Background: an optimization exercise with open tools, aiming at small area, a short achievable clock period and few clock cycles per item. Do not read the settings as production practice. Function was checked by simulation only, so behaviour that the tests miss may differ from the original. Power and IR drop assume default switching activity.

File: flow/config.mk
export PLATFORM = sky130hd
export DESIGN_NAME = llf
export DESIGN_NICKNAME = llf
export VERILOG_FILES = /design/flow/design.v
export SDC_FILE = /design/flow/constraint.sdc
export NUM_CORES = 4
export LEC_CHECK = 0
export CAP_MARGIN = 20
export CORE_MARGIN = 2
export CORE_UTILIZATION = 40
export SLEW_MARGIN = 20
File: flow/constraint.sdc
create_clock -name core_clock -period 4.0 [get_ports {clk}]
set_input_delay 0.8000 -clock core_clock [delete_from_list [all_inputs] [get_ports {clk}]]
set_output_delay 0.8000 -clock core_clock [all_outputs]
set_load 0.01 [all_outputs]
File: flow/design.v
module llf_crc8 (
    input  wire [7:0] c,    
    input  wire [7:0] b,    
    output reg  [7:0] y     
);
    integer i;
    always @(*) begin
        y = c ^ b;
        for (i = 0; i < 8; i = i + 1) begin
            if (y[7])
                y = {y[6:0], 1'b0} ^ 8'h07;
            else
                y = {y[6:0], 1'b0};
        end
    end
endmodule
module llf_rx (
    input  wire        clk,
    input  wire        rst,
    input  wire        rx_req_valid,
    input  wire [15:0] rx_req_cap,
    output wire        rx_req_ready,
    input  wire        src_valid,
    input  wire        src_err,
    input  wire [7:0]  src_data,
    output wire        src_ready,
    output reg         rxbuf_we,
    output reg  [15:0] rxbuf_addr,
    output reg  [7:0]  rxbuf_data,
    output reg         rx_resp_valid,
    output reg  [1:0]  rx_resp_status,
    output reg  [15:0] rx_resp_len
);
    localparam [2:0] WAIT_START = 3'd0,
                     LEN_LOW    = 3'd1,
                     LEN_HIGH   = 3'd2,
                     HDR_CRC    = 3'd3,
                     DATA_START = 3'd4,
                     PAYLOAD    = 3'd5,
                     FULL_CRC   = 3'd6,
                     STOP       = 3'd7;
    localparam [7:0] START_M = 8'hFA,
                     DSTART_M = 8'hFB,
                     STOP_M  = 8'hFE;
    localparam [1:0] ST_OK = 2'd0,
                     ST_IO_ERROR = 2'd1;
    reg        armed;
    reg [2:0]  st;
    reg [15:0] len;
    reg [15:0] idx;
    reg [15:0] cap;
    reg [7:0]  hcrc;
    reg [7:0]  fcrc;
    wire [7:0] b = src_data;
    wire       step = src_valid & armed;
    assign rx_req_ready = ~armed;
    assign src_ready    = armed;
    wire [7:0] hcrc_next;
    wire [7:0] fcrc_next;
    llf_crc8 u_hcrc (
        .c (st == WAIT_START ? 8'h00 : hcrc),
        .b (b),
        .y (hcrc_next)
    );
    llf_crc8 u_fcrc (
        .c (fcrc),
        .b (b),
        .y (fcrc_next)
    );
    always @(posedge clk) begin
        if (rst) begin
            armed          <= 1'b0;
            st             <= WAIT_START;
            len            <= 16'd0;
            idx            <= 16'd0;
            cap            <= 16'd0;
            hcrc           <= 8'd0;
            fcrc           <= 8'd0;
            rxbuf_we       <= 1'b0;
            rxbuf_addr     <= 16'd0;
            rxbuf_data     <= 8'd0;
            rx_resp_valid  <= 1'b0;
            rx_resp_status <= 2'd0;
            rx_resp_len    <= 16'd0;
        end else begin
            rxbuf_we      <= 1'b0;
            rx_resp_valid <= 1'b0;
            if (rx_req_valid && !armed) begin
                cap   <= rx_req_cap;
                armed <= 1'b1;
                st    <= WAIT_START;
                len   <= 16'd0;
                idx   <= 16'd0;
                hcrc  <= 8'd0;
                fcrc  <= 8'd0;
            end else if (step) begin
                if (src_err) begin
                    rx_resp_valid  <= 1'b1;
                    rx_resp_status <= ST_IO_ERROR;
                    rx_resp_len    <= 16'd0;
                    armed <= 1'b0;
                    st    <= WAIT_START;
                    len   <= 16'd0;
                    idx   <= 16'd0;
                    hcrc  <= 8'd0;
                    fcrc  <= 8'd0;
                end else begin
                    case (st)
                        WAIT_START: begin
                            if (b == START_M) begin
                                st   <= LEN_LOW;
                                hcrc <= hcrc_next;
                                len  <= 16'd0;
                                idx  <= 16'd0;
                                fcrc <= 8'd0;
                            end
                        end
                        LEN_LOW: begin
                            len[7:0] <= b;
                            hcrc     <= hcrc_next;
                            st       <= LEN_HIGH;
                        end
                        LEN_HIGH: begin
                            len[15:8] <= b;
                            hcrc      <= hcrc_next;
                            st        <= HDR_CRC;
                        end
                        HDR_CRC: begin
                            if (b == hcrc) begin
                                fcrc <= 8'h00;
                                st   <= DATA_START;
                            end else begin
                                st   <= WAIT_START;
                                len  <= 16'd0;
                                idx  <= 16'd0;
                                hcrc <= 8'd0;
                                fcrc <= 8'd0;
                            end
                        end
                        DATA_START: begin
                            if (b == DSTART_M) begin
                                fcrc <= fcrc_next;
                                idx  <= 16'd0;
                                st   <= (len != 16'd0) ? PAYLOAD : FULL_CRC;
                            end else begin
                                st   <= WAIT_START;
                                len  <= 16'd0;
                                idx  <= 16'd0;
                                hcrc <= 8'd0;
                                fcrc <= 8'd0;
                            end
                        end
                        PAYLOAD: begin
                            if (idx < cap) begin
                                rxbuf_we   <= 1'b1;
                                rxbuf_addr <= idx;
                                rxbuf_data <= b;
                            end
                            fcrc <= fcrc_next;
                            idx  <= idx + 16'd1;
                            if (idx + 16'd1 == len)
                                st <= FULL_CRC;
                        end
                        FULL_CRC: begin
                            if (b == fcrc && len <= cap) begin
                                st <= STOP;
                            end else begin
                                st   <= WAIT_START;
                                len  <= 16'd0;
                                idx  <= 16'd0;
                                hcrc <= 8'd0;
                                fcrc <= 8'd0;
                            end
                        end
                        STOP: begin
                            if (b == STOP_M) begin
                                rx_resp_valid  <= 1'b1;
                                rx_resp_status <= ST_OK;
                                rx_resp_len    <= len;
                                armed <= 1'b0;
                            end
                            st   <= WAIT_START;
                            len  <= 16'd0;
                            idx  <= 16'd0;
                            hcrc <= 8'd0;
                            fcrc <= 8'd0;
                        end
                        default: st <= WAIT_START;
                    endcase
                end
            end
        end
    end
endmodule
module llf_tx #(
    parameter [16:0] TX_FRAME_MAX = 17'd65542
) (
    input  wire        clk,
    input  wire        rst,
    input  wire        tx_req_valid,
    input  wire        tx_req_pay,
    input  wire [15:0] tx_req_len,
    output wire        tx_req_ready,
    output wire        txpay_rd,
    output wire [15:0] txpay_addr,
    input  wire [7:0]  txpay_data,
    output reg         sink_valid,
    output reg  [7:0]  sink_data,
    output reg         sink_last,
    input  wire        sink_ready,
    input  wire        sink_resp_valid,
    input  wire        sink_resp_err,
    input  wire [16:0] sink_resp_count,
    output reg         tx_resp_valid,
    output reg  [2:0]  tx_resp_status
);
    localparam [2:0] T_IDLE    = 3'd0,
                     T_HDR     = 3'd1,    
                     T_PAY_RD  = 3'd2,    
                     T_PAY_LD  = 3'd3,    
                     T_FCRC    = 3'd4,
                     T_STOP    = 3'd5,
                     T_DRAIN   = 3'd6,    
                     T_WAIT    = 3'd7;    
    localparam [2:0] S_OK          = 3'd0,
                     S_NO_PAYLOAD  = 3'd1,
                     S_TOO_LARGE   = 3'd2,
                     S_SHORT_WRITE = 3'd3,
                     S_SINK_ERROR  = 3'd4;
    reg [2:0]  st;
    reg [2:0]  hpos;
    reg [15:0] len;
    reg [15:0] idx;
    reg [7:0]  crc;
    wire load = !sink_valid || sink_ready;
    assign tx_req_ready = (st == T_IDLE);
    assign txpay_rd     = (st == T_PAY_RD);
    assign txpay_addr   = idx;
    reg  [7:0] hdr_byte;
    always @(*) begin
        case (hpos)
            3'd0:    hdr_byte = 8'hFA;
            3'd1:    hdr_byte = len[7:0];
            3'd2:    hdr_byte = len[15:8];
            3'd3:    hdr_byte = crc;
            default: hdr_byte = 8'hFB;
        endcase
    end
    wire [7:0] crc_in = (st == T_PAY_LD) ? txpay_data : hdr_byte;
    wire [7:0] crc_next;
    llf_crc8 u_crc (
        .c (crc),
        .b (crc_in),
        .y (crc_next)
    );
    wire [16:0] frame_size = {1'b0, len} + 17'd7;
    wire [16:0] req_size   = {1'b0, tx_req_len} + 17'd7;
    always @(posedge clk) begin
        if (rst) begin
            st             <= T_IDLE;
            hpos           <= 3'd0;
            len            <= 16'd0;
            idx            <= 16'd0;
            crc            <= 8'd0;
            sink_valid     <= 1'b0;
            sink_data      <= 8'd0;
            sink_last      <= 1'b0;
            tx_resp_valid  <= 1'b0;
            tx_resp_status <= 3'd0;
        end else begin
            tx_resp_valid <= 1'b0;
            if (sink_valid && sink_ready)
                sink_valid <= 1'b0;
            case (st)
                T_IDLE: begin
                    if (tx_req_valid) begin
                        if (!tx_req_pay && tx_req_len != 16'd0) begin
                            tx_resp_valid  <= 1'b1;
                            tx_resp_status <= S_NO_PAYLOAD;
                        end else if (req_size > TX_FRAME_MAX) begin
                            tx_resp_valid  <= 1'b1;
                            tx_resp_status <= S_TOO_LARGE;
                        end else begin
                            len  <= tx_req_len;
                            idx  <= 16'd0;
                            hpos <= 3'd0;
                            crc  <= 8'd0;
                            st   <= T_HDR;
                        end
                    end
                end
                T_HDR: begin
                    if (load) begin
                        sink_valid <= 1'b1;
                        sink_data  <= hdr_byte;
                        sink_last  <= 1'b0;
                        crc        <= crc_next;
                        hpos       <= hpos + 3'd1;
                        if (hpos == 3'd4)
                            st <= (len != 16'd0) ? T_PAY_RD : T_FCRC;
                    end
                end
                T_PAY_RD: begin
                    st <= T_PAY_LD;
                end
                T_PAY_LD: begin
                    if (load) begin
                        sink_valid <= 1'b1;
                        sink_data  <= txpay_data;
                        sink_last  <= 1'b0;
                        crc        <= crc_next;
                        idx        <= idx + 16'd1;
                        st         <= (idx + 16'd1 == len) ? T_FCRC : T_PAY_RD;
                    end
                end
                T_FCRC: begin
                    if (load) begin
                        sink_valid <= 1'b1;
                        sink_data  <= crc;
                        sink_last  <= 1'b0;
                        st         <= T_STOP;
                    end
                end
                T_STOP: begin
                    if (load) begin
                        sink_valid <= 1'b1;
                        sink_data  <= 8'hFE;
                        sink_last  <= 1'b1;
                        st         <= T_DRAIN;
                    end
                end
                T_DRAIN: begin
                    if (sink_valid && sink_ready)
                        st <= T_WAIT;
                end
                T_WAIT: begin
                    if (sink_resp_valid) begin
                        tx_resp_valid <= 1'b1;
                        if (sink_resp_err)
                            tx_resp_status <= S_SINK_ERROR;
                        else if (sink_resp_count == frame_size)
                            tx_resp_status <= S_OK;
                        else
                            tx_resp_status <= S_SHORT_WRITE;
                        st <= T_IDLE;
                    end
                end
                default: st <= T_IDLE;
            endcase
        end
    end
endmodule
module llf (
    input  wire        clk,
    input  wire        rst,
    input  wire        rx_req_valid,
    input  wire [15:0] rx_req_cap,
    output wire        rx_req_ready,
    output wire        rx_resp_valid,
    output wire [1:0]  rx_resp_status,
    output wire [15:0] rx_resp_len,
    input  wire        src_valid,
    input  wire        src_err,
    input  wire [7:0]  src_data,
    output wire        src_ready,
    output wire        rxbuf_we,
    output wire [15:0] rxbuf_addr,
    output wire [7:0]  rxbuf_data,
    input  wire        tx_req_valid,
    input  wire        tx_req_pay,
    input  wire [15:0] tx_req_len,
    output wire        tx_req_ready,
    output wire        tx_resp_valid,
    output wire [2:0]  tx_resp_status,
    output wire        txpay_rd,
    output wire [15:0] txpay_addr,
    input  wire [7:0]  txpay_data,
    output wire        sink_valid,
    output wire [7:0]  sink_data,
    output wire        sink_last,
    input  wire        sink_ready,
    input  wire        sink_resp_valid,
    input  wire        sink_resp_err,
    input  wire [16:0] sink_resp_count
);
    llf_rx u_rx (
        .clk            (clk),
        .rst            (rst),
        .rx_req_valid   (rx_req_valid),
        .rx_req_cap     (rx_req_cap),
        .rx_req_ready   (rx_req_ready),
        .src_valid      (src_valid),
        .src_err        (src_err),
        .src_data       (src_data),
        .src_ready      (src_ready),
        .rxbuf_we       (rxbuf_we),
        .rxbuf_addr     (rxbuf_addr),
        .rxbuf_data     (rxbuf_data),
        .rx_resp_valid  (rx_resp_valid),
        .rx_resp_status (rx_resp_status),
        .rx_resp_len    (rx_resp_len)
    );
    llf_tx u_tx (
        .clk             (clk),
        .rst             (rst),
        .tx_req_valid    (tx_req_valid),
        .tx_req_pay      (tx_req_pay),
        .tx_req_len      (tx_req_len),
        .tx_req_ready    (tx_req_ready),
        .txpay_rd        (txpay_rd),
        .txpay_addr      (txpay_addr),
        .txpay_data      (txpay_data),
        .sink_valid      (sink_valid),
        .sink_data       (sink_data),
        .sink_last       (sink_last),
        .sink_ready      (sink_ready),
        .sink_resp_valid (sink_resp_valid),
        .sink_resp_err   (sink_resp_err),
        .sink_resp_count (sink_resp_count),
        .tx_resp_valid   (tx_resp_valid),
        .tx_resp_status  (tx_resp_status)
    );
endmodule
File: flow/run.sh
#!/bin/bash
# synth_recipe.tcl (not shown) runs the flow's synth.tcl, then flattens the netlist and writes it again
# the make line also repeats each setting of config.mk as NAME=value (left out here)
make -C /OpenROAD-flow-scripts/flow DESIGN_CONFIG=/design/flow/config.mk WORK_HOME=/design/flow/orfs CLKGATE_MAP_FILE= SYNTH_SCRIPT=/design/flow/synth_recipe.tcl finish
==> results.cfg <==
[worst_setup_path]
rrSetupSlack_ps = 760
critPathMaxFanout = 16
cp_cell_sequence = clkdlybuf4s50_1 > xnor2_1 > ha_1 > nand4_1 > nor4_1 > o31a_1 > o21ai_4 > nand2_2 > nor2_1 > a311o_1
critPathArrivalTime_ps = 3680
critPathCaptureType = flop
worstPathRequired_ps = 4320
path_class = in2reg
cp-start-kind = primary input
max_stage_delay_ps = 570
slowest_stage = nor4_1

[die]
core-area_mm2 = 0.02680
start_util = 0.4049
dieArea_mm2 = 0.02847
die_w_um = 168.7
rows = 60
ioPinCount = 153
chipHeight_um = 168.7

[place]
gp_congestion = 0.8820
dp.cells = 1796
place_ws_ps = 207.2
io_buffers = 151
post-dp-hpwl_mm = 24.68
placed_area_mm2 = 0.01264

[routing]
first_pass_iters = 8
drt_wl_total_mm = 33.79
via_count = 10308
drt-initial-drc-count = 823
avgRoutedWirePerCell_um = 18.48
drc = 0
vias_per_cell = 5.639
ant_nets = 0

[finish]
antenna_cells = 0
fin_util = 0.4926
num-nets-final = 1595
final_layout_size_suffix_gt1_frac = 0.06994
layout_commonest_cell = dfxtp_1
final_cell_mix = dfxtp_1, clkdlybuf4s50_1, nand2_1, nor2_1, a21oi_1
stdcell_count = 1828
areaGrowthSynthToFinish_pct = 21.64
final_area_mm2 = 0.01320

[logic_synthesis]
yosys.area.top_type = dfxtp_1
synthCells = 1361
synth.area.top_cells = dfxtp_1, xnor2_1, a21oi_1, mux2i_1, ha_1
synth_ff_type = dfxtp_1
ys_seq_area_frac = 0.3154
synthesis.area_mm2 = 0.01085
synth_nets = 1482
async_flop_share = 0
yosys_warnings = 3
synth_area_per_cell_um2 = 7.974
ys_ff_latch = 171
synth_edf_count = 0
ys_types = 82
synth_top_area_share = 0.3154

[sta]
drv_slew = 0
fin_crit_sh = 0.8410
finalCriticalPeriod_ps = 3364
setup_ws_ps = 635.9
rsz0062_at_grt = false
hold_viol = 0
tightest_slew_ps = 885.9
slew_headroom = 0.4040
setup_viol = 0
tns_ps = 0
fin_worst_skew_ps = 15.37
clock.fmax_mhz = 297.3

[global_routing]
grt_pass1_vias = 9760
grt_pass1_wl_mm = 53.33
grt_max_degree = 47
track_usage = 0.2347
antenna_found_initial = 0
overflow = 0

[power]
power_density_mw_per_mm2 = 400.8
p_leak_nw = 4.662
peakVddDrop_mv = 0.3163

[clock_network]
cts_hold_buf = 0
cts-root-buf = clkbuf_16
clk_pin_slew_worst_paths_ps = 80
cts_num_sinks = 171
htree_levels = 4
cts_setup_buffers = 0
clk-insertion-delay-late_ps = 430
cts-resized-gates = 0
cts_buffers = 17
cts_buffer_depth = 2
cts_tree = built

[hold_path]
worstHoldPathType = reg2reg

[run]
maxCapViolCount = 0

[outcome]
status = finished clean
## critical path: cells and delay by family
family,cells,cell delay (ps)
buffers and inverters,1,500
adders and majority gates,1,220
xor gates and xnor gates,1,370
and+or+nand+nor,4,1110
AOI/OAI and AO/OA,3,680
## state kept, by name (all words and copies together) (netlist names), 3 cells and up
name	flops
u_rx.fcrc	8
u_tx.idx	16
u_rx.hcrc	8
u_tx.sink_data	8
u_tx.len	16
u_rx.idx	16
u_tx.crc	8
u_rx.rxbuf_addr	16
u_rx.rx_resp_len	16
u_rx.cap	16
u_rx.rxbuf_data	8
u_rx.len	16
u_tx.tx_resp_status	3
u_tx.hpos	3
u_rx.st	3
u_tx.st	3
## final timing paths
check / endpoint / depth (start not counted) / start
max: u_rx.hcrc[3]$_SDFFE_PP0P_ / 10 / src_data[4]
min: u_tx.tx_resp_status[2]$_SDFFE_PP0P_ / 2 / u_tx.tx_resp_status[2]$_SDFFE_PP0P_
max reg2reg: u_rx.hcrc[3]$_SDFFE_PP0P_ / 9 / u_rx.len[13]$_SDFFE_PP0P_
min reg2reg: u_tx.tx_resp_status[2]$_SDFFE_PP0P_ / 2 / u_tx.tx_resp_status[2]$_SDFFE_PP0P_
## final cells by class
class / instances / area (um^2)
clock buffer: 18 / 429.2
fill: 2610 / 13600
multi-input combinational: 1058 / 6855
sequential: 171 / 3423
clock inverter: 14 / 130.1
tap: 341 / 426.7
inverter: 36 / 135.1
timing repair buffer: 190 / 1802
## cell usage after synthesis, types with 18 or more instances
library cell,instances
ha_1,46
mux2i_1,58
nor2_1,141
o21ai_0,56
nand4_1,32
dfxtp_1,171
xnor2_1,88
xor2_1,53
nand3_1,35
a21oi_1,118
nand2b_1,19
or3_1,26
a22o_1,18
buf_2,30
nand2_1,143
clkbuf_1,51
nor3_1,33
inv_1,36
## logic make-up (layout without fill, tap and decap cells)
family	count (synthesis)	after routing	share of synthesized area
compound gates	288	288	0.1677
xor+xnor	141	141	0.1138
fa+ha+maj	46	46	0.05303
buf+inv	132	258	0.05315
flops	171	171	0.3154
mux	58	58	0.05349
other cells	1	1	0.0003455
simple gates	524	524	0.2430
## through the flow
stage | power [W] | hold WS, ps
after floorplan | 0.003181 | 436.3
after global placement | 0.003681 | 444.2
after detailed placement | 0.003688 | 447.6
after CTS | 0.005317 | 458.6
after global routing | 0.005581 | 481.7
final | 0.005291 | 458.3
## power breakdown
group	switching, W	internal [W]
registers	0.000213	0.00184
clock network	0.000794	0.000824
logic	0.000889	0.000735
total	0.00190	0.00339
## layer usage
| layer | routed length, um | global-route usage | vias up |
|---|---|---|---|
| met5 | 0 | 0 | - |
| met4 | 539 | 0.06034 | 0 |
| met3 | 1930 | 0.04045 | 42 |
| met2 | 15380 | 0.3763 | 316 |
| met1 | 15940 | 0.3269 | 4919 |
| li1 | - | - | 5031 |
Testbench counts, summed over its fixed seeds: cycles 178,324, bytes 105,422.

==> port drivers added, routing unchanged <==
In the flow no input, the clock included, has a driving cell. The finished layout below was timed again as built, in two steps. Step 1: set_driving_cell puts a clkbuf_16 on clk and a buf_2 on each other input, an assumption about the parent block. Step 2 times the ports against the registers' clock, not the clock port: input delays grow and output delays shrink by t, the midpoint of the rising clock arrivals with the driver on. Slacks: ideal / step 1 / step 2; pairs: ideal / step 1.
t (ns): 0.471
slack for setup (ns): 0.636 / 0.662 / 0.192
cell pins on the clock port's net: 1
After both steps setup and hold are still met in this run. For this run, drivers alone change the setup slack by +0.026 ns; drivers and shift together by -0.444 ns.
